This design comes from an exercise in tuning for a short achievable clock period and few clock cycles on the open sky130 flow, not from production work. Only simulation tests tie the RTL to the original design; equivalence was not proved. No activity file was given, so power comes from the tool's default toggle rates.

File: flow/design.v
module acars_framer (
    input  wire       clk,
    input  wire       rst,
    input  wire       bit_valid,
    input  wire       bit_in,
    output wire       bit_ready,
    output wire       out_valid,
    input  wire       out_ready,
    output wire [7:0] out_data,
    output wire       out_last,
    output wire       out_corrected
);
    localparam [39:0] SYNC_CHECK = 40'h01_1616_2AAB;
    localparam [7:0]  ODD_SOH    = 8'h01;
    localparam [7:0]  ODD_ETX    = 8'h83;
    localparam [7:0]  ODD_ETB    = 8'h97;
    localparam [2:0] S_HEADLOST  = 3'd0,
                     S_HEADFOUND = 3'd1,
                     S_SYNC      = 3'd2,
                     S_TEXT      = 3'd3,
                     S_CRC1      = 3'd4,
                     S_CRC2      = 3'd5,
                     S_END       = 3'd6;
    function [15:0] crc_byte;
        input [15:0] c;
        input [7:0]  b;
        integer k;
        reg [15:0] r;
        begin
            r = c ^ {8'h00, b};
            for (k = 0; k < 8; k = k + 1)
                r = r[0] ? ((r >> 1) ^ 16'h8408) : (r >> 1);
            crc_byte = r;
        end
    endfunction
    function [2:0] pop5;
        input [4:0] v;
        begin
            pop5 = {2'b00, v[0]} + {2'b00, v[1]} + {2'b00, v[2]} +
                   {2'b00, v[3]} + {2'b00, v[4]};
        end
    endfunction
    function [2:0] sat4;    
        input [2:0] a;
        input [2:0] b;
        reg [3:0] s;
        begin
            s = {1'b0, a} + {1'b0, b};
            sat4 = (s > 4'd4) ? 3'd4 : s[2:0];
        end
    endfunction
    function [6:0] klook;   
        input [15:0] v;
        begin
            case (v)
            16'h0001: klook = {1'b1, 6'd0};
            16'h8408: klook = {1'b1, 6'd1};
            16'h4204: klook = {1'b1, 6'd2};
            16'h2102: klook = {1'b1, 6'd3};
            16'h1081: klook = {1'b1, 6'd4};
            16'h8c48: klook = {1'b1, 6'd5};
            16'h4624: klook = {1'b1, 6'd6};
            16'h2312: klook = {1'b1, 6'd7};
            16'h1189: klook = {1'b1, 6'd8};
            16'h8ccc: klook = {1'b1, 6'd9};
            16'h4666: klook = {1'b1, 6'd10};
            16'h2333: klook = {1'b1, 6'd11};
            16'h9591: klook = {1'b1, 6'd12};
            16'hcec0: klook = {1'b1, 6'd13};
            16'h6760: klook = {1'b1, 6'd14};
            16'h33b0: klook = {1'b1, 6'd15};
            16'h19d8: klook = {1'b1, 6'd16};
            16'h0cec: klook = {1'b1, 6'd17};
            16'h0676: klook = {1'b1, 6'd18};
            16'h033b: klook = {1'b1, 6'd19};
            16'h8595: klook = {1'b1, 6'd20};
            16'hc6c2: klook = {1'b1, 6'd21};
            16'h6361: klook = {1'b1, 6'd22};
            16'hb5b8: klook = {1'b1, 6'd23};
            16'h5adc: klook = {1'b1, 6'd24};
            16'h2d6e: klook = {1'b1, 6'd25};
            16'h16b7: klook = {1'b1, 6'd26};
            16'h8f53: klook = {1'b1, 6'd27};
            16'hc3a1: klook = {1'b1, 6'd28};
            16'he5d8: klook = {1'b1, 6'd29};
            16'h72ec: klook = {1'b1, 6'd30};
            16'h3976: klook = {1'b1, 6'd31};
            16'h1cbb: klook = {1'b1, 6'd32};
            16'h8a55: klook = {1'b1, 6'd33};
            16'hc122: klook = {1'b1, 6'd34};
            16'h6091: klook = {1'b1, 6'd35};
            16'hb440: klook = {1'b1, 6'd36};
            16'h5a20: klook = {1'b1, 6'd37};
            16'h2d10: klook = {1'b1, 6'd38};
            16'h1688: klook = {1'b1, 6'd39};
            16'h0b44: klook = {1'b1, 6'd40};
            16'h05a2: klook = {1'b1, 6'd41};
            16'h02d1: klook = {1'b1, 6'd42};
            16'h8560: klook = {1'b1, 6'd43};
            16'h42b0: klook = {1'b1, 6'd44};
            16'h2158: klook = {1'b1, 6'd45};
            16'h10ac: klook = {1'b1, 6'd46};
            16'h0856: klook = {1'b1, 6'd47};
            16'h042b: klook = {1'b1, 6'd48};
            16'h861d: klook = {1'b1, 6'd49};
            16'hc706: klook = {1'b1, 6'd50};
            16'h6383: klook = {1'b1, 6'd51};
            16'hb5c9: klook = {1'b1, 6'd52};
            16'hdeec: klook = {1'b1, 6'd53};
            16'h6f76: klook = {1'b1, 6'd54};
            16'h37bb: klook = {1'b1, 6'd55};
            16'h9fd5: klook = {1'b1, 6'd56};
            16'hcbe2: klook = {1'b1, 6'd57};
            16'h65f1: klook = {1'b1, 6'd58};
            16'hb6f0: klook = {1'b1, 6'd59};
            16'h5b78: klook = {1'b1, 6'd60};
            16'h2dbc: klook = {1'b1, 6'd61};
            16'h16de: klook = {1'b1, 6'd62};
            16'h0b6f: klook = {1'b1, 6'd63};
            default: klook = 7'd0;
            endcase
        end
    endfunction
    reg        rdy;
    reg        tk;          
    reg        bi;          
    assign bit_ready = rdy;
    reg [39:0] h;
    reg [3:0]  fill;        
    reg        step;        
    reg [2:0]  ga [0:7];    
    reg [2:0]  gb [0:3];    
    reg [7:3]  fm;          
    wire [39:0] mm;
    genvar gm;
    generate
        for (gm = 0; gm < 40; gm = gm + 1) begin : g_mm
            assign mm[gm] = h[gm] ^ SYNC_CHECK[39 - gm];
        end
    endgenerate
    wire [4:0] gsum = {2'b00, gb[0]} + {2'b00, gb[1]} + {2'b00, gb[2]} + {2'b00, gb[3]};
    integer gi;
    always @(posedge clk) begin
        if (tk) begin
            h <= {h[38:0], bi};
            for (gi = 0; gi < 8; gi = gi + 1)
                ga[gi] <= pop5(mm[5*gi +: 5]);
            for (gi = 0; gi < 4; gi = gi + 1)
                gb[gi] <= sat4(ga[2*gi], ga[2*gi+1]);
            fm <= {fm[6:3], (gsum <= 5'd3)};
        end
    end
    wire [7:0] w = {h[0], h[1], h[2], h[3], h[4], h[5], h[6], h[7]};
    wire       w_ff  = &w;
    wire       w_end = (w == ODD_ETX) || (w == ODD_ETB);
    wire       run   = step && fill[3];
    reg [2:0]  state;
    reg [2:0]  skip;        
    reg [4:0]  prekey_cnt;
    reg [5:0]  sync_have;
    reg [7:0]  raw_len;
    reg [15:0] crc;
    wire [15:0] crc_next = crc_byte(crc, w);
    reg [7:0]  mem [0:255];
    reg [8:0]  fs9;         
    reg [8:0]  wp9;         
    reg [8:0]  rp9;         
    reg        we;
    reg [7:0]  wa;
    reg [7:0]  wd;
    reg [15:0] syn;
    reg [7:0]  slen;
    reg [7:0]  dq_start [0:3];
    reg [7:0]  dq_len   [0:3];
    reg [7:0]  dq_fi    [0:3];
    reg [2:0]  dq_fj    [0:3];
    reg [3:0]  dq_corr;
    reg [1:0]  dq_w, dq_r;
    reg [2:0]  dq_n;
    reg [15:0] vv [0:31];
    reg [6:0]  kl [0:31];
    reg        syn_zero;
    reg        d_found;
    reg [10:0] d_val;
    reg        f_ok;
    reg [7:0]  f_i;
    reg [2:0]  f_j;
    wire        accept = syn_zero || f_ok;
    wire        dpush  = run && (skip == 3'd0) && (state == S_END) && accept;
    always @(posedge clk) begin
        vv[0] <= {^(syn & 16'h8000), ^(syn & 16'h4000), ^(syn & 16'h2000), ^(syn & 16'h1000), ^(syn & 16'h0800), ^(syn & 16'h0400), ^(syn & 16'h0200), ^(syn & 16'h0100), ^(syn & 16'h0080), ^(syn & 16'h0040), ^(syn & 16'h0020), ^(syn & 16'h0010), ^(syn & 16'h0008), ^(syn & 16'h0004), ^(syn & 16'h0002), ^(syn & 16'h0001)};
        vv[1] <= {^(syn & 16'h6b53), ^(syn & 16'hb5a9), ^(syn & 16'hdad4), ^(syn & 16'h6d6a), ^(syn & 16'hb6b5), ^(syn & 16'h3009), ^(syn & 16'h9804), ^(syn & 16'hcc02), ^(syn & 16'he601), ^(syn & 16'hf300), ^(syn & 16'h7980), ^(syn & 16'hbcc0), ^(syn & 16'hb533), ^(syn & 16'h5a99), ^(syn & 16'had4c), ^(syn & 16'hd6a6)};
        vv[2] <= {^(syn & 16'hb9e4), ^(syn & 16'hdcf2), ^(syn & 16'h6e79), ^(syn & 16'hb73c), ^(syn & 16'hdb9e), ^(syn & 16'hd42b), ^(syn & 16'hea15), ^(syn & 16'hf50a), ^(syn & 16'h7a85), ^(syn & 16'h3d42), ^(syn & 16'h9ea1), ^(syn & 16'h4f50), ^(syn & 16'h9e4c), ^(syn & 16'hcf26), ^(syn & 16'he793), ^(syn & 16'h73c9)};
        vv[3] <= {^(syn & 16'h9042), ^(syn & 16'h4821), ^(syn & 16'h2410), ^(syn & 16'h9208), ^(syn & 16'h4904), ^(syn & 16'h34c0), ^(syn & 16'h1a60), ^(syn & 16'h8d30), ^(syn & 16'h4698), ^(syn & 16'ha34c), ^(syn & 16'h51a6), ^(syn & 16'h28d3), ^(syn & 16'h042b), ^(syn & 16'h8215), ^(syn & 16'h410a), ^(syn & 16'h2085)};
        vv[4] <= {^(syn & 16'h5875), ^(syn & 16'hac3a), ^(syn & 16'h561d), ^(syn & 16'h2b0e), ^(syn & 16'h9587), ^(syn & 16'h92b6), ^(syn & 16'hc95b), ^(syn & 16'he4ad), ^(syn & 16'hf256), ^(syn & 16'hf92b), ^(syn & 16'h7c95), ^(syn & 16'hbe4a), ^(syn & 16'h8750), ^(syn & 16'hc3a8), ^(syn & 16'h61d4), ^(syn & 16'hb0ea)};
        vv[5] <= {^(syn & 16'hd409), ^(syn & 16'hea04), ^(syn & 16'hf502), ^(syn & 16'h7a81), ^(syn & 16'h3d40), ^(syn & 16'h4aa9), ^(syn & 16'h2554), ^(syn & 16'h92aa), ^(syn & 16'h4955), ^(syn & 16'ha4aa), ^(syn & 16'h5255), ^(syn & 16'h292a), ^(syn & 16'h409c), ^(syn & 16'ha04e), ^(syn & 16'h5027), ^(syn & 16'ha813)};
        vv[6] <= {^(syn & 16'he00c), ^(syn & 16'h7006), ^(syn & 16'h3803), ^(syn & 16'h1c01), ^(syn & 16'h0e00), ^(syn & 16'h670c), ^(syn & 16'h3386), ^(syn & 16'h19c3), ^(syn & 16'h0ce1), ^(syn & 16'h0670), ^(syn & 16'h8338), ^(syn & 16'hc19c), ^(syn & 16'h00c2), ^(syn & 16'h0061), ^(syn & 16'h8030), ^(syn & 16'hc018)};
        vv[7] <= {^(syn & 16'heb84), ^(syn & 16'hf5c2), ^(syn & 16'h7ae1), ^(syn & 16'h3d70), ^(syn & 16'h1eb8), ^(syn & 16'he4d8), ^(syn & 16'hf26c), ^(syn & 16'h7936), ^(syn & 16'h3c9b), ^(syn & 16'h9e4d), ^(syn & 16'h4f26), ^(syn & 16'ha793), ^(syn & 16'hb84d), ^(syn & 16'h5c26), ^(syn & 16'hae13), ^(syn & 16'hd709)};
        vv[8] <= {^(syn & 16'h5a05), ^(syn & 16'h2d02), ^(syn & 16'h9681), ^(syn & 16'hcb40), ^(syn & 16'he5a0), ^(syn & 16'h28d5), ^(syn & 16'h946a), ^(syn & 16'h4a35), ^(syn & 16'ha51a), ^(syn & 16'hd28d), ^(syn & 16'he946), ^(syn & 16'hf4a3), ^(syn & 16'ha054), ^(syn & 16'hd02a), ^(syn & 16'h6815), ^(syn & 16'hb40a)};
        vv[9] <= {^(syn & 16'h7a4d), ^(syn & 16'h3d26), ^(syn & 16'h9e93), ^(syn & 16'hcf49), ^(syn & 16'h67a4), ^(syn & 16'h499f), ^(syn & 16'ha4cf), ^(syn & 16'hd267), ^(syn & 16'he933), ^(syn & 16'hf499), ^(syn & 16'h7a4c), ^(syn & 16'hbd26), ^(syn & 16'ha4de), ^(syn & 16'hd26f), ^(syn & 16'he937), ^(syn & 16'hf49b)};
        vv[10] <= {^(syn & 16'he6aa), ^(syn & 16'h7355), ^(syn & 16'h39aa), ^(syn & 16'h9cd5), ^(syn & 16'hce6a), ^(syn & 16'h019f), ^(syn & 16'h00cf), ^(syn & 16'h8067), ^(syn & 16'hc033), ^(syn & 16'h6019), ^(syn & 16'h300c), ^(syn & 16'h1806), ^(syn & 16'h6aa9), ^(syn & 16'h3554), ^(syn & 16'h9aaa), ^(syn & 16'hcd55)};
        vv[11] <= {^(syn & 16'h2bdd), ^(syn & 16'h95ee), ^(syn & 16'h4af7), ^(syn & 16'ha57b), ^(syn & 16'h52bd), ^(syn & 16'h0283), ^(syn & 16'h8141), ^(syn & 16'hc0a0), ^(syn & 16'h6050), ^(syn & 16'hb028), ^(syn & 16'h5814), ^(syn & 16'h2c0a), ^(syn & 16'hbdd8), ^(syn & 16'h5eec), ^(syn & 16'haf76), ^(syn & 16'h57bb)};
        vv[12] <= {^(syn & 16'ha8aa), ^(syn & 16'hd455), ^(syn & 16'h6a2a), ^(syn & 16'hb515), ^(syn & 16'h5a8a), ^(syn & 16'h05ef), ^(syn & 16'h82f7), ^(syn & 16'h417b), ^(syn & 16'h20bd), ^(syn & 16'h105e), ^(syn & 16'h882f), ^(syn & 16'h4417), ^(syn & 16'h8aa1), ^(syn & 16'h4550), ^(syn & 16'ha2a8), ^(syn & 16'h5154)};
        vv[13] <= {^(syn & 16'h80cc), ^(syn & 16'h4066), ^(syn & 16'h2033), ^(syn & 16'h1019), ^(syn & 16'h080c), ^(syn & 16'h04ca), ^(syn & 16'h0265), ^(syn & 16'h8132), ^(syn & 16'hc099), ^(syn & 16'h604c), ^(syn & 16'h3026), ^(syn & 16'h1813), ^(syn & 16'h0cc5), ^(syn & 16'h0662), ^(syn & 16'h0331), ^(syn & 16'h0198)};
        vv[14] <= {^(syn & 16'h91f8), ^(syn & 16'hc8fc), ^(syn & 16'h647e), ^(syn & 16'hb23f), ^(syn & 16'h591f), ^(syn & 16'h3d77), ^(syn & 16'h9ebb), ^(syn & 16'hcf5d), ^(syn & 16'he7ae), ^(syn & 16'h73d7), ^(syn & 16'h39eb), ^(syn & 16'h1cf5), ^(syn & 16'h1f82), ^(syn & 16'h8fc1), ^(syn & 16'h47e0), ^(syn & 16'h23f0)};
        vv[15] <= {^(syn & 16'haf49), ^(syn & 16'h57a4), ^(syn & 16'h2bd2), ^(syn & 16'h15e9), ^(syn & 16'h8af4), ^(syn & 16'hea33), ^(syn & 16'hf519), ^(syn & 16'h7a8c), ^(syn & 16'hbd46), ^(syn & 16'hdea3), ^(syn & 16'h6f51), ^(syn & 16'hb7a8), ^(syn & 16'hf49d), ^(syn & 16'h7a4e), ^(syn & 16'hbd27), ^(syn & 16'h5e93)};
        vv[16] <= {^(syn & 16'hf3a8), ^(syn & 16'h79d4), ^(syn & 16'h3cea), ^(syn & 16'h9e75), ^(syn & 16'hcf3a), ^(syn & 16'h9435), ^(syn & 16'h4a1a), ^(syn & 16'h250d), ^(syn & 16'h9286), ^(syn & 16'h4943), ^(syn & 16'h24a1), ^(syn & 16'h9250), ^(syn & 16'h3a80), ^(syn & 16'h9d40), ^(syn & 16'hcea0), ^(syn & 16'he750)};
        vv[17] <= {^(syn & 16'h17f0), ^(syn & 16'h8bf8), ^(syn & 16'h45fc), ^(syn & 16'ha2fe), ^(syn & 16'hd17f), ^(syn & 16'h7f4f), ^(syn & 16'h3fa7), ^(syn & 16'h1fd3), ^(syn & 16'h8fe9), ^(syn & 16'h47f4), ^(syn & 16'ha3fa), ^(syn & 16'hd1fd), ^(syn & 16'h7f0e), ^(syn & 16'hbf87), ^(syn & 16'h5fc3), ^(syn & 16'h2fe1)};
        vv[18] <= {^(syn & 16'hd924), ^(syn & 16'hec92), ^(syn & 16'h7649), ^(syn & 16'hbb24), ^(syn & 16'hdd92), ^(syn & 16'hb7ed), ^(syn & 16'hdbf6), ^(syn & 16'h6dfb), ^(syn & 16'hb6fd), ^(syn & 16'h5b7e), ^(syn & 16'h2dbf), ^(syn & 16'h96df), ^(syn & 16'h924b), ^(syn & 16'hc925), ^(syn & 16'h6492), ^(syn & 16'hb249)};
        vv[19] <= {^(syn & 16'hea3e), ^(syn & 16'h751f), ^(syn & 16'h3a8f), ^(syn & 16'h1d47), ^(syn & 16'h0ea3), ^(syn & 16'hed6f), ^(syn & 16'h76b7), ^(syn & 16'h3b5b), ^(syn & 16'h9dad), ^(syn & 16'h4ed6), ^(syn & 16'h276b), ^(syn & 16'h93b5), ^(syn & 16'ha3e4), ^(syn & 16'h51f2), ^(syn & 16'ha8f9), ^(syn & 16'hd47c)};
        vv[20] <= {^(syn & 16'had39), ^(syn & 16'hd69c), ^(syn & 16'heb4e), ^(syn & 16'hf5a7), ^(syn & 16'hfad3), ^(syn & 16'h5050), ^(syn & 16'ha828), ^(syn & 16'hd414), ^(syn & 16'hea0a), ^(syn & 16'hf505), ^(syn & 16'hfa82), ^(syn & 16'hfd41), ^(syn & 16'hd399), ^(syn & 16'h69cc), ^(syn & 16'hb4e6), ^(syn & 16'h5a73)};
        vv[21] <= {^(syn & 16'h5dec), ^(syn & 16'haef6), ^(syn & 16'h577b), ^(syn & 16'h2bbd), ^(syn & 16'h95de), ^(syn & 16'h9703), ^(syn & 16'hcb81), ^(syn & 16'h65c0), ^(syn & 16'h32e0), ^(syn & 16'h1970), ^(syn & 16'h0cb8), ^(syn & 16'h065c), ^(syn & 16'hdec2), ^(syn & 16'hef61), ^(syn & 16'h77b0), ^(syn & 16'hbbd8)};
        vv[22] <= {^(syn & 16'h1156), ^(syn & 16'h88ab), ^(syn & 16'h4455), ^(syn & 16'h222a), ^(syn & 16'h1115), ^(syn & 16'h19dc), ^(syn & 16'h0cee), ^(syn & 16'h8677), ^(syn & 16'h433b), ^(syn & 16'h219d), ^(syn & 16'h10ce), ^(syn & 16'h0867), ^(syn & 16'h1565), ^(syn & 16'h8ab2), ^(syn & 16'h4559), ^(syn & 16'h22ac)};
        vv[23] <= {^(syn & 16'h197d), ^(syn & 16'h8cbe), ^(syn & 16'h465f), ^(syn & 16'h232f), ^(syn & 16'h9197), ^(syn & 16'h51b6), ^(syn & 16'ha8db), ^(syn & 16'hd46d), ^(syn & 16'hea36), ^(syn & 16'h751b), ^(syn & 16'h3a8d), ^(syn & 16'h1d46), ^(syn & 16'h97de), ^(syn & 16'hcbef), ^(syn & 16'h65f7), ^(syn & 16'h32fb)};
        vv[24] <= {^(syn & 16'h1891), ^(syn & 16'h8c48), ^(syn & 16'hc624), ^(syn & 16'h6312), ^(syn & 16'hb189), ^(syn & 16'hc055), ^(syn & 16'h602a), ^(syn & 16'h3015), ^(syn & 16'h180a), ^(syn & 16'h8c05), ^(syn & 16'h4602), ^(syn & 16'h2301), ^(syn & 16'h8911), ^(syn & 16'hc488), ^(syn & 16'h6244), ^(syn & 16'h3122)};
        vv[25] <= {^(syn & 16'h57b8), ^(syn & 16'habdc), ^(syn & 16'h55ee), ^(syn & 16'h2af7), ^(syn & 16'h957b), ^(syn & 16'h1d05), ^(syn & 16'h0e82), ^(syn & 16'h8741), ^(syn & 16'hc3a0), ^(syn & 16'h61d0), ^(syn & 16'hb0e8), ^(syn & 16'h5874), ^(syn & 16'h7b82), ^(syn & 16'hbdc1), ^(syn & 16'h5ee0), ^(syn & 16'haf70)};
        vv[26] <= {^(syn & 16'h2abe), ^(syn & 16'h155f), ^(syn & 16'h0aaf), ^(syn & 16'h0557), ^(syn & 16'h02ab), ^(syn & 16'habeb), ^(syn & 16'h55f5), ^(syn & 16'h2afa), ^(syn & 16'h157d), ^(syn & 16'h0abe), ^(syn & 16'h055f), ^(syn & 16'h02af), ^(syn & 16'habe9), ^(syn & 16'h55f4), ^(syn & 16'haafa), ^(syn & 16'h557d)};
        vv[27] <= {^(syn & 16'h95c2), ^(syn & 16'h4ae1), ^(syn & 16'h2570), ^(syn & 16'h92b8), ^(syn & 16'hc95c), ^(syn & 16'hf16c), ^(syn & 16'h78b6), ^(syn & 16'h3c5b), ^(syn & 16'h9e2d), ^(syn & 16'h4f16), ^(syn & 16'h278b), ^(syn & 16'h93c5), ^(syn & 16'h5c20), ^(syn & 16'hae10), ^(syn & 16'h5708), ^(syn & 16'h2b84)};
        vv[28] <= {^(syn & 16'h427f), ^(syn & 16'h213f), ^(syn & 16'h109f), ^(syn & 16'h084f), ^(syn & 16'h0427), ^(syn & 16'hc06c), ^(syn & 16'h6036), ^(syn & 16'hb01b), ^(syn & 16'h580d), ^(syn & 16'h2c06), ^(syn & 16'h9603), ^(syn & 16'hcb01), ^(syn & 16'h27ff), ^(syn & 16'h13ff), ^(syn & 16'h09ff), ^(syn & 16'h84ff)};
        vv[29] <= {^(syn & 16'h8fad), ^(syn & 16'h47d6), ^(syn & 16'ha3eb), ^(syn & 16'hd1f5), ^(syn & 16'h68fa), ^(syn & 16'hbbd0), ^(syn & 16'h5de8), ^(syn & 16'haef4), ^(syn & 16'h577a), ^(syn & 16'habbd), ^(syn & 16'hd5de), ^(syn & 16'heaef), ^(syn & 16'hfada), ^(syn & 16'h7d6d), ^(syn & 16'h3eb6), ^(syn & 16'h1f5b)};
        vv[30] <= {^(syn & 16'h1f64), ^(syn & 16'h8fb2), ^(syn & 16'h47d9), ^(syn & 16'h23ec), ^(syn & 16'h11f6), ^(syn & 16'h979f), ^(syn & 16'h4bcf), ^(syn & 16'h25e7), ^(syn & 16'h92f3), ^(syn & 16'h4979), ^(syn & 16'ha4bc), ^(syn & 16'hd25e), ^(syn & 16'hf64b), ^(syn & 16'hfb25), ^(syn & 16'h7d92), ^(syn & 16'h3ec9)};
        vv[31] <= {^(syn & 16'h6fc9), ^(syn & 16'h37e4), ^(syn & 16'h1bf2), ^(syn & 16'h0df9), ^(syn & 16'h86fc), ^(syn & 16'hacb7), ^(syn & 16'hd65b), ^(syn & 16'h6b2d), ^(syn & 16'h3596), ^(syn & 16'h9acb), ^(syn & 16'h4d65), ^(syn & 16'h26b2), ^(syn & 16'hfc90), ^(syn & 16'h7e48), ^(syn & 16'hbf24), ^(syn & 16'hdf92)};
    end
    always @(posedge clk) begin
        syn_zero <= (syn == 16'd0);
        for (gi = 0; gi < 32; gi = gi + 1)
            kl[gi] <= klook(vv[gi]);
    end
    reg        df;
    reg [10:0] dv;
    wire [10:0] nbits_f = {slen, 3'b000};
    wire [10:0] q_val   = nbits_f - d_val;
    always @(*) begin
        df = 1'b0;
        dv = 11'd0;
        for (gi = 0; gi < 32; gi = gi + 1) begin
            df = df | kl[gi][6];
            dv = dv | ({11{kl[gi][6]}} & {gi[4:0], kl[gi][5:0]});
        end
    end
    always @(posedge clk) begin
        d_found <= df;
        d_val   <= dv;
        f_ok    <= d_found && (d_val != 11'd0) && (d_val <= nbits_f);
        f_i     <= q_val[10:3];
        f_j     <= q_val[2:0];
    end
    reg        ract;
    reg [7:0]  r_start, r_last, r_idx, r_fi;
    reg [8:0]  r_len;
    reg [2:0]  r_fj;
    reg        r_corr;
    reg [3:0]  cred;        
    reg        i_v, i_last, i_corr;
    reg [7:0]  i_a, i_mask;
    reg        m_v, m_last, m_corr;
    reg [3:0]  m_hi;
    reg [7:0]  m_mask;
    reg [7:0]  m_part [0:15];
    reg [7:0]  of_d [0:7];
    reg [7:0]  of_l, of_c;
    reg [2:0]  of_w, of_r;
    reg [3:0]  of_n;
    reg        ov, ol, oc;
    reg [7:0]  od;
    assign out_valid     = ov;
    assign out_data      = od;
    assign out_last      = ol;
    assign out_corrected = oc;
    wire dpop  = !ract && (dq_n != 3'd0);
    wire issue = ract && (cred != 4'd0);
    wire oload = !ov || out_ready;
    wire opop  = oload && (of_n != 4'd0);
    wire [8:0] occ = wp9 - rp9;
    always @(posedge clk) begin
        if (rst) begin
            rdy        <= 1'b0;
            tk         <= 1'b0;
            fill       <= 4'd0;
            step       <= 1'b0;
            state      <= S_HEADLOST;
            skip       <= 3'd0;
            prekey_cnt <= 5'd0;
            sync_have  <= 6'd0;
            raw_len    <= 8'd0;
            crc        <= 16'd0;
            fs9        <= 9'd0;
            wp9        <= 9'd0;
            rp9        <= 9'd0;
            we         <= 1'b0;
            syn        <= 16'd0;
            slen       <= 8'd0;
            dq_w       <= 2'd0;
            dq_r       <= 2'd0;
            dq_n       <= 3'd0;
            ract       <= 1'b0;
            cred       <= 4'd8;
            i_v        <= 1'b0;
            m_v        <= 1'b0;
            of_w       <= 3'd0;
            of_r       <= 3'd0;
            of_n       <= 4'd0;
            ov         <= 1'b0;
            ol         <= 1'b0;
            oc         <= 1'b0;
            od         <= 8'd0;
        end else begin
            rdy  <= (occ <= 9'd248) && (dq_n <= 3'd2);
            tk   <= bit_valid && rdy;
            bi   <= bit_in;
            step <= tk;
            if (tk && !fill[3])
                fill <= fill + 4'd1;
            we <= 1'b0;
            if (run) begin
                if (skip != 3'd0) begin
                    skip <= skip - 3'd1;
                end else begin
                    case (state)
                    S_HEADLOST: begin
                        if (w_ff) begin
                            prekey_cnt <= prekey_cnt + 5'd1;
                            if (prekey_cnt >= 5'd24)
                                state <= S_HEADFOUND;
                        end else begin
                            prekey_cnt <= 5'd0;
                        end
                    end
                    S_HEADFOUND: begin
                        if (!w_ff) begin
                            state     <= S_SYNC;
                            sync_have <= 6'd1;
                        end
                    end
                    S_SYNC: begin
                        if (sync_have >= 6'd39 && fm[7]) begin
                            state   <= S_TEXT;
                            raw_len <= 8'd1;
                            crc     <= crc_byte(16'd0, ODD_SOH);
                            we      <= 1'b1;
                            wa      <= wp9[7:0];
                            wd      <= ODD_SOH;
                            wp9     <= wp9 + 9'd1;
                        end else if (sync_have >= 6'd54) begin
                            state      <= S_HEADLOST;
                            prekey_cnt <= 5'd0;
                        end else begin
                            sync_have <= sync_have + 6'd1;
                        end
                    end
                    S_TEXT, S_CRC1, S_CRC2: begin
                        skip <= 3'd7;
                        if (state == S_TEXT && raw_len > 8'd244) begin
                            state      <= S_HEADLOST;
                            prekey_cnt <= 5'd0;
                            wp9        <= fs9;
                        end else begin
                            we      <= 1'b1;
                            wa      <= wp9[7:0];
                            wd      <= w;
                            wp9     <= wp9 + 9'd1;
                            raw_len <= raw_len + 8'd1;
                            crc     <= crc_next;
                            if (state == S_CRC2) begin
                                state <= S_END;
                                syn   <= crc_next;
                                slen  <= raw_len + 8'd1;
                            end else if (state == S_CRC1) begin
                                state <= S_CRC2;
                            end else if (w_end) begin
                                state <= S_CRC1;
                            end
                        end
                    end
                    default: begin  
                        skip       <= 3'd7;
                        state      <= S_HEADLOST;
                        prekey_cnt <= 5'd0;
                        if (accept)
                            fs9 <= wp9;
                        else
                            wp9 <= fs9;
                    end
                    endcase
                end
            end
            if (dpush) begin
                dq_start[dq_w] <= fs9[7:0];
                dq_len[dq_w]   <= raw_len;
                dq_fi[dq_w]    <= f_i;
                dq_fj[dq_w]    <= f_j;
                dq_corr[dq_w]  <= !syn_zero;
                dq_w           <= dq_w + 2'd1;
            end
            if (dpop)
                dq_r <= dq_r + 2'd1;
            dq_n <= dq_n + {2'b00, dpush} - {2'b00, dpop};
            if (dpop) begin
                ract    <= 1'b1;
                r_start <= dq_start[dq_r];
                r_last  <= dq_len[dq_r] - 8'd1;
                r_len   <= {1'b0, dq_len[dq_r]};
                r_idx   <= 8'd0;
                r_fi    <= dq_fi[dq_r];
                r_fj    <= dq_fj[dq_r];
                r_corr  <= dq_corr[dq_r];
            end
            i_v <= issue;
            if (issue) begin
                i_a    <= r_start + r_idx;
                i_last <= (r_idx == r_last);
                i_mask <= (r_corr && r_idx == r_fi) ? (8'd1 << r_fj) : 8'd0;
                i_corr <= r_corr;
                r_idx  <= r_idx + 8'd1;
                if (r_idx == r_last) begin
                    ract <= 1'b0;
                    rp9  <= rp9 + r_len;
                end
            end
            m_v <= i_v;
            if (m_v) begin
                of_d[of_w]  <= m_part[m_hi] ^ m_mask;
                of_l[of_w]  <= m_last;
                of_c[of_w]  <= m_corr;
                of_w        <= of_w + 3'd1;
            end
            if (opop)
                of_r <= of_r + 3'd1;
            of_n <= opop ? (of_n + {3'b000, m_v} - 4'd1) : (of_n + {3'b000, m_v});
            cred <= opop ? (cred - {3'b000, issue} + 4'd1) : (cred - {3'b000, issue});
            if (oload) begin
                ov <= (of_n != 4'd0);
                od <= of_d[of_r];
                ol <= of_l[of_r];
                oc <= of_c[of_r];
            end
        end
    end
    integer mi;
    always @(posedge clk) begin
        if (we)
            mem[wa] <= wd;
        m_hi   <= i_a[7:4];
        m_last <= i_last;
        m_mask <= i_mask;
        m_corr <= i_corr;
        for (mi = 0; mi < 16; mi = mi + 1)
            m_part[mi] <= mem[{mi[3:0], i_a[3:0]}];
    end
endmodule
File: flow/flow/run.sh
#!/bin/bash
set -euo pipefail
export BUFFER_PORTS_ARGS="-buffer_cell sky130_fd_sc_hd__buf_4"
export SETUP_SLACK_MARGIN=6.2
bash standard.sh > standard_flow.log 2>&1
File: flow/standard.sh
#!/bin/bash
# synth_recipe.tcl (not shown) runs the flow's synth.tcl, then flattens the netlist and writes it again
# the make line also repeats each setting of config.mk as NAME=value (left out here)
make -C /OpenROAD-flow-scripts/flow DESIGN_CONFIG=/design/flow/config.mk WORK_HOME=/design/flow/orfs CLKGATE_MAP_FILE= SYNTH_SCRIPT=/design/flow/synth_recipe.tcl "${@:-finish}"
File: flow/config.mk
export PLATFORM = sky130hd
export DESIGN_NAME = acars_framer
export DESIGN_NICKNAME = acars_framer
export VERILOG_FILES = /design/flow/design.v
export SDC_FILE = /design/flow/constraint.sdc
export NUM_CORES = 4
export LEC_CHECK = 0
export ABC_CLOCK_PERIOD_IN_PS = 2500
export CAP_MARGIN = 20
export CORE_MARGIN = 2
export CORE_UTILIZATION = 40
export PLACE_DENSITY = 0.6
export SLEW_MARGIN = 20
File: flow/constraint.sdc
create_clock -name core_clock -period 9.0 [get_ports {clk}]
set_input_delay 1.8000 -clock core_clock [delete_from_list [all_inputs] [get_ports {clk}]]
set_output_delay 1.8000 -clock core_clock [all_outputs]
set_load 0.01 [all_outputs]
==> flow_metrics.env <==
export IMPL_p_clk_share_pct=40.8
export IMPL_slew_violations=0
export IMPL_overflow=0
export IMPL_cts_tree="done"
export IMPL_status="timing/DRC/antenna clean"
export IMPL_wire_per_inst_um=35.0
export IMPL_synth_seq_cells=3440
export IMPL_drc=0
export IMPL_gp_congestion=1.06
export IMPL_max_stage_delay_ps=350
export IMPL_viasPerCell=6.85
export IMPL_start_util_pct=40.1
export IMPL_dieHeight_um=674
export IMPL_r2r_start="kl[28][6]$_SDFF_PN0_"
export IMPL_mappedNetlistArea_sq_mm=0.180
export IMPL_cap_viol_max_count=0
export IMPL_clock_latency_ps=1010
export IMPL_critPathCaptureType="output port"
export IMPL_post_place_ws_ps=5010
export IMPL_clk_root_buffer_cell="clkbuf_16"
export IMPL_hold_path_startpoint="i_mask[3]$_SDFFCE_PP0P_"
export IMPL_numPortBuffers=16
export IMPL_min_delay_path_depth=0
export IMPL_placed_cells=20075
export IMPL_antenna_found_initial=65
export IMPL_nFillCells=40442
export IMPL_rrSetupSlack_ps=5960
export IMPL_crit_family="flip-flops"
export IMPL_finClkSkew_ps=88.2
export IMPL_r2r_end="d_val[0]$_DFF_P_"
export IMPL_r2r_cells=3
export IMPL_grt_pass1_wl_um=1030000
export IMPL_design_core_area_sq_mm=0.448
export IMPL_ys_flop_type="edfxtp_1"
export IMPL_synth_avg_cell_area_sq_um=12.1
export IMPL_final_cell_mix="edfxtp_1 (2400), nor2_1 (866), nor4_1 (841), nand4_1 (700), mux4_2 (677)"
export IMPL_path_clk_slew_ps=60
export IMPL_rsz0062_at_grt="true"
export IMPL_min_period_over_period_pct=35.6
export IMPL_worst_slack_ps=5800
export IMPL_ys_seq_area_share_pct=51.7
export IMPL_grt_usage_pct=31.2
export IMPL_period_needed_ps=3200
export IMPL_cp_data_arrival_time_ps=1400
export IMPL_path_class="reg2out"
export IMPL_p_sw_share_pct=25.2
export IMPL_synthDistinctLibCells=93
export IMPL_relSlewSlack_pct=14.0
export IMPL_crit_path_cell_trace="buf_6"
export IMPL_worst_pin_slew_ps=1290
export IMPL_ant_nets=0
export IMPL_hold_viol=0
export IMPL_seqPwrFrac_pct=47.5
export IMPL_drt_iter0_drc=21129
export IMPL_p_int_mw=28.6
export IMPL_fin_cells=20934
export IMPL_combPwrFrac_pct=11.7
export IMPL_ys_warn_count=6
export IMPL_drive_above_1_share_pct=21.1
export IMPL_async_reset_ff_share_pct=0
export IMPL_cts_path_max_buffers=4
export IMPL_cts_made_buffers=364
export IMPL_dieArea_sq_mm=0.455
export IMPL_areaGrowthSynthToFinish_pct=13.9
export IMPL_netlist_instances=14907
export IMPL_setup_violations=0
export IMPL_min_path_type="reg2reg"
export IMPL_cts_num_sinks=3440
export IMPL_fin_nets=14729
export IMPL_syn_nets=15038
export IMPL_holdBufCountCts=0
export IMPL_fin_tns_setup_ps=0
export IMPL_ir_drop_mv=0.245
export IMPL_synth_edf_count=2400
export IMPL_fmax_mhz=312
export IMPL_whs_endpoint="m_mask[3]$_DFF_P_"
export IMPL_p_leak_nw=64.7
export IMPL_grt_pass1_vias=135934
export IMPL_p_per_area_mw_per_mm2=187
export IMPL_dieWidth_um=674
export IMPL_required_ps=7200
export IMPL_rows=246
export IMPL_cp_start_kind="flop"
export IMPL_io_pin_count=17
export IMPL_crit_buf_inv=1
export IMPL_dp_hpwl_um=520000
export IMPL_totalWireLength_um=733000
export IMPL_first_pass_iters=10
export IMPL_seq_area_sq_mm=0.0935
export IMPL_layout_commonest_cell="edfxtp_1"
export IMPL_p_switching_mw=9.66
export IMPL_critical_path_slowest_cell="dfxtp_4"
export IMPL_htree_levels=5
export IMPL_grt_start_max_net_pins=217
export IMPL_crit_fanout=2
export IMPL_route_vias_total=143304
export IMPL_multiInputGateArea_sq_mm=0.0863
-- what timing repair did --
item	4_1_cts	5_1_grt
pin swaps	15	18
setup endpoints to repair	2540	1929
resized for setup	642	495
setup buffers	39	54
cloned	5	5
-- synthesized netlist by cell type (all sizes together) (61+ instances only) --
library cell | instances | area [sq um]
or4b | 377 | 3770
nand4bb | 187 | 2110
o41ai | 63 | 559
nor2b | 65 | 407
inv | 169 | 634
edfxtp | 2400 | 72100
o21ai | 80 | 400
nand4 | 700 | 4380
mux4 | 677 | 15200
a31oi | 106 | 663
nand4b | 416 | 3640
xnor2 | 746 | 6560
nand2 | 665 | 2500
nor2 | 1107 | 4160
buf | 159 | 669
ha | 97 | 1210
a22oi | 85 | 638
and4b | 133 | 1330
and4 | 93 | 815
nor4b | 290 | 2560
nand2b | 204 | 1280
nor3b | 61 | 458
or4 | 367 | 2760
nor4bb | 278 | 2780
nor4 | 883 | 5520
or4bb | 243 | 2740
nor3 | 435 | 2180
a21oi | 195 | 976
xor2 | 320 | 2840
or3 | 85 | 532
dfxtp | 1040 | 20800
clkbuf | 960 | 3610
nand3 | 414 | 2070
-- per-stage QoR --
stage | hold slack, ps | area [sq um] | power [mW] | utilization, %
6_report | 337 | 205000 | 38.3 | 45.7
4_1_cts | 339 | 202000 | 38.5 | 45.1
3_5_place_dp | 327 | 187000 | 22.7 | 41.7
2_1_floorplan | 323 | 180000 | 21.0 | -
5_1_grt | 344 | 205000 | 39.4 | 45.6
3_3_place_gp | 326 | 187000 | 22.7 | 41.6
-- cells by family (layout without fill, tap and decap cells) --
kind of cell / after synthesis / in the layout / share of synthesized area [%]
fa+ha+maj: 126 / 126 / 0.998
buf+inv: 1291 / 1290 / 2.74
flops: 3440 / 3440 / 51.7
xor+xnor: 1066 / 1066 / 5.23
simple gates: 7233 / 7233 / 26.5
mux: 739 / 739 / 8.84
compound gates: 1012 / 1012 / 4.07
other cells: 0 / 76 / 0
-- metal layers --
metal	wire length [um]	GRT usage [%]	vias to the layer above	share of wire [%]
met5	226	0	-	0.031
li1	-	-	59479	-
met2	325000	48.3	9806	44
met4	57300	18.7	32	7.8
met1	281000	40.2	71374	38
met3	70100	6.71	2613	9.6
-- power by group through the flow --
stage                     Sequential, mW  Clock (mW)  Combinational, mW
final                               18.2        15.6               4.47
after global routing                18.2        16.5               4.75
after CTS                           18.2        15.8               4.44
after detailed placement            18.5           0               4.18
after global placement              18.6           0               4.14
after floorplan                     17.9           0               3.15
-- worst max path at each step --
stage / start / endpoint / slack, ps / cells past startpoint
2_1_floorplan: wd[0]$_SDFFCE_PP1P_ / mem[0][0]$_DFFE_PP_ / 4950 / 0
3_3_place_gp: syn[4]$_SDFFE_PP0P_ / vv[30][14]$_DFF_P_ / 4590 / 6
3_5_place_dp: syn[4]$_SDFFE_PP0P_ / vv[27][9]$_DFF_P_ / 5010 / 6
4_1_cts: rdy$_SDFF_PP0_ / bit_ready / 5730 / 1
5_1_grt: rdy$_SDFF_PP0_ / bit_ready / 5760 / 1
6_report: rdy$_SDFF_PP0_ / bit_ready / 5800 / 1
-- flip-flops by register name, summed over array words and instances (netlist names), 9 cells and up, named ones only --
register  count
crc          16
d_val        11
dq_fi        32
dq_fj        12
dq_len       32
dq_start     32
fs9           9
ga           24
gb           12
h            40
kl          224
m_part      128
mem        2048
of_d         64
rp9           9
syn          16
vv          512
wp9           9
-- layout make-up --
class | instances | area share [%]
inverter | 172 | 0.321
antenna | 76 | 0.0929
clock inverter | 197 | 1.16
sequential | 3440 | 45.7
timing repair buffer | 444 | 2.10
multi-input combinational | 10176 | 42.1
clock buffer | 477 | 4.88
tap | 5952 | 3.64
Testbench counts, summed over its fixed seeds: cycles 42,714.

==> port drivers added, routing unchanged <==
In the flow no input, the clock included, has a driving cell. The finished layout below was timed again as built, in two steps.
Step 1 (the two cells are an assumption about what drives the block):
set clk [get_ports {clk}]
set_driving_cell -lib_cell sky130_fd_sc_hd__clkbuf_16 $clk
set_driving_cell -lib_cell sky130_fd_sc_hd__buf_2 [delete_from_list [all_inputs] $clk]
Step 2 moves the port delays by t, midway between the first and last clock arrival at a register: inputs arrive t later, outputs are due t later. That takes back most of the time a late clock gives input paths.
Slacks: no drivers / after step 1 / after step 2; pairs: no drivers / after step 1.
t, ns: 1.080
setup slack, ns: 5.800 / 5.679 / 5.372
hold WS [ns]: 0.337 / 0.337 / 0.337
worst setup path after step 2: input to register
After both steps this run still meets setup and hold. The setup slack of this run moves by -0.121 ns with the drivers and by -0.428 ns with both steps.
